This is an optimization exercise on Yosys and OpenROAD, whose aim is small area, a short achievable clock period and few clock cycles, not a production implementation. At most, simulation tests tie the RTL to the original design; equivalence was not proved. No activity file was given, so power comes from the tool's default toggle rates.

Setup of run 1:
Design gsm7_codec, start of the top module:
module gsm7_codec (
    input  wire        clk,
    input  wire        rst,
    input  wire        cmd_valid,
    output wire        cmd_ready,
    input  wire        cmd_dec,       
    input  wire [2:0]  cmd_pad,       
    input  wire [8:0]  cmd_len,       
    input  wire        in_valid,
    output wire        in_ready,
    input  wire [15:0] in_data,
    output reg         out_valid,
    output wire [15:0] out_data,
    output reg         done,
    output wire        done_err,
    output wire [8:0]  done_pos,
    output wire        done_escp
);
Size: ~950 cells after synthesis, roughly 64 I/O pins, ~6000 um2 of cells after synthesis.
clock: 8.0 ns
lec_check: 0
abc_area: 1
abc_clock_period_in_ps: 3000
cap_margin: 20
core_margin: 5
core_utilization: 25
cts_buf_list: sky130_fd_sc_hd__clkbuf_4 sky130_fd_sc_hd__clkbuf_8
cts_cluster_size: 30
setup_slack_margin: 5
slew_margin: 20
standard.sh (not shown) runs the stock make flow with config.mk's settings and CLKGATE_MAP_FILE= SYNTH_SCRIPT=/design/flow/synth_recipe.tcl, a recipe that flattens the netlist after the stock synthesis.
==> flow/flow/run.sh <==
#!/bin/bash
# Own flow: the standard flow, with the port buffers made from the
# smallest buffer cell instead of the default choice.
set -euo pipefail
# the standard synthesis, unchanged
bash standard.sh synth > synth.log 2>&1
# the rest of the standard flow
bash standard.sh 'BUFFER_PORTS_ARGS=-buffer_cell sky130_fd_sc_hd__buf_1' finish > layout.log 2>&1
Run 1: no failed stages, no open violations at the end
Testbench counts of run 1, summed over its fixed seeds: cycles 15,854.
## Diff of input files: run 2 against run 1
Settings: ABC_AREA removed (was 1); CTS_CLUSTER_SIZE changed from 30 to 60; CTS_CLUSTER_DIAMETER newly set to 200.
Run 2: full flow OK, the timing, design-rule and antenna checks passed
Power share of the clock group: run 2 and run 1 compared, higher one is run 2
The final reports for run 2 and run 1 show number of filler instances in the final layout lower in the former.
Final estimated routing congestion in global placement, run 2 and run 1, lower one = run 2.
Relative to run 1, met1 routed wirelength after detailed routing has increased by 3.4% in run 2.
Taking run 1 as the reference, in run 2 post-CTS setup buffer count higher, vertical die dimension higher.
Going from run 1 to run 2, met1 demand-to-capacity share in global routing did not really move; number of cell instances on the worst register-to-register path went down; clock buffer count from CTS did not really move.
> inputs changed (run 2 -> run 3)
Settings: CTS_CLUSTER_SIZE: 60 -> 30; CTS_CLUSTER_DIAMETER: 200 -> unset.
==> flow/flow/run.sh <==
#!/bin/bash
set -euo pipefail
# the standard synthesis, unchanged
bash standard.sh synth > synth.log 2>&1
# the rest of the standard flow
bash standard.sh 'BUFFER_PORTS_ARGS=-buffer_cell sky130_fd_sc_hd__buf_1' \
    SETUP_SLACK_MARGIN=5.3 finish > layout.log 2>&1
==> results.txt <==
Higher via count among run 3 and run 2: run 3. Run 3 ended with more cell depth of the worst flop-to-flop path than run 2. Run 3 vs run 2 on worst endpoint data arrival time: run 3 is the higher one. Cell count on run 3 is up relative to run 2.

---

Another version of the RTL of gsm7_codec (not shown whole).
For scale: roughly 900 cells after synthesis, roughly 69 flip-flops, roughly 64 I/O pins, about 0.0059 sq mm of cells after synthesis.
## gsm7_codec
module gsm7_codec (
    input  wire        clk,
    input  wire        rst,
    input  wire        cmd_valid,
    output wire        cmd_ready,
    input  wire        cmd_dec,       
    input  wire [2:0]  cmd_pad,       
    input  wire [8:0]  cmd_len,       
    input  wire        in_valid,
    output wire        in_ready,
    input  wire [15:0] in_data,
    output reg         out_valid,
    output wire [15:0] out_data,
    output reg         done,
    output wire        done_err,
    output wire [8:0]  done_pos,
    output wire        done_escp
);
export LEC_CHECK = 0
export ABC_AREA = 1
export ABC_CLOCK_PERIOD_IN_PS = 3000
export CAP_MARGIN = 20
export CORE_MARGIN = 5
export CORE_UTILIZATION = 25
export CTS_BUF_LIST = sky130_fd_sc_hd__clkbuf_4 sky130_fd_sc_hd__clkbuf_8
export CTS_CLUSTER_SIZE = 30
export SETUP_SLACK_MARGIN = 5
export SLEW_MARGIN = 20
export SYNTH_HIERARCHICAL = 1
create_clock -name core_clock -period 8.0 [get_ports {clk}]
==> flow/flow/run.sh <==
#!/bin/bash
# Own flow: the standard flow, with the port buffers made from the
# smallest buffer cell instead of the default choice.
set -euo pipefail
# the standard synthesis, unchanged
bash standard.sh synth > synth.log 2>&1
# the rest of the standard flow
bash standard.sh 'BUFFER_PORTS_ARGS=-buffer_cell sky130_fd_sc_hd__buf_1' finish > layout.log 2>&1
Edit:
Settings changed: SYNTH_HIERARCHICAL 1 to not set.
=> The new run ran to the end with no violations. Clock power rose by 17%. Flip-flop and latch count is unchanged. Non-clock buffer count fell by 24. Setup slack got worse by 16 ps. Design area fell by 5.0%. Wire length fell by 4.0%.
No run of this note included a check of the RTL's function; only the layout flow was run.

==> what the ideal ports hide <==
The flow's constraints put no driver on any port. The routed layouts listed below were extracted and timed again, unchanged, in two steps. Step 1 assumes that a clkbuf_16 drives the clock port and a buf_2 every other input. Step 2 also shifts input and output timing later by t, the mid clock arrival at the registers, as if the neighbouring blocks saw the same clock. Slacks: no drivers / after step 1 / after step 2; pairs: no drivers / after step 1.
run	shift t [ns]	slack for setup (ns)	latest minus earliest clock arrival (ns)	slew at the worst register clock pin (ns)
run 1	0.403	5.165 / 5.165 / 4.835	0.014 / 0.014	0.09 / 0.09
run 2	0.412	5.010 / 5.010 / 4.858	0.015 / 0.015	0.09 / 0.09
run 3	0.412	5.000 / 5.000 / 4.907	0.017 / 0.017	0.09 / 0.09
the first run of note 2	0.415	5.122 / 5.122 / 4.857	0.018 / 0.017	0.09 / 0.09
the second run of note 2	0.399	5.106 / 5.106 / 4.852	0.013 / 0.012	0.08 / 0.08
After both steps setup and hold are still met in every run listed. For run 1, which loses most, drivers alone change the setup slack by 0.000 ns; drivers and shift together by -0.330 ns.
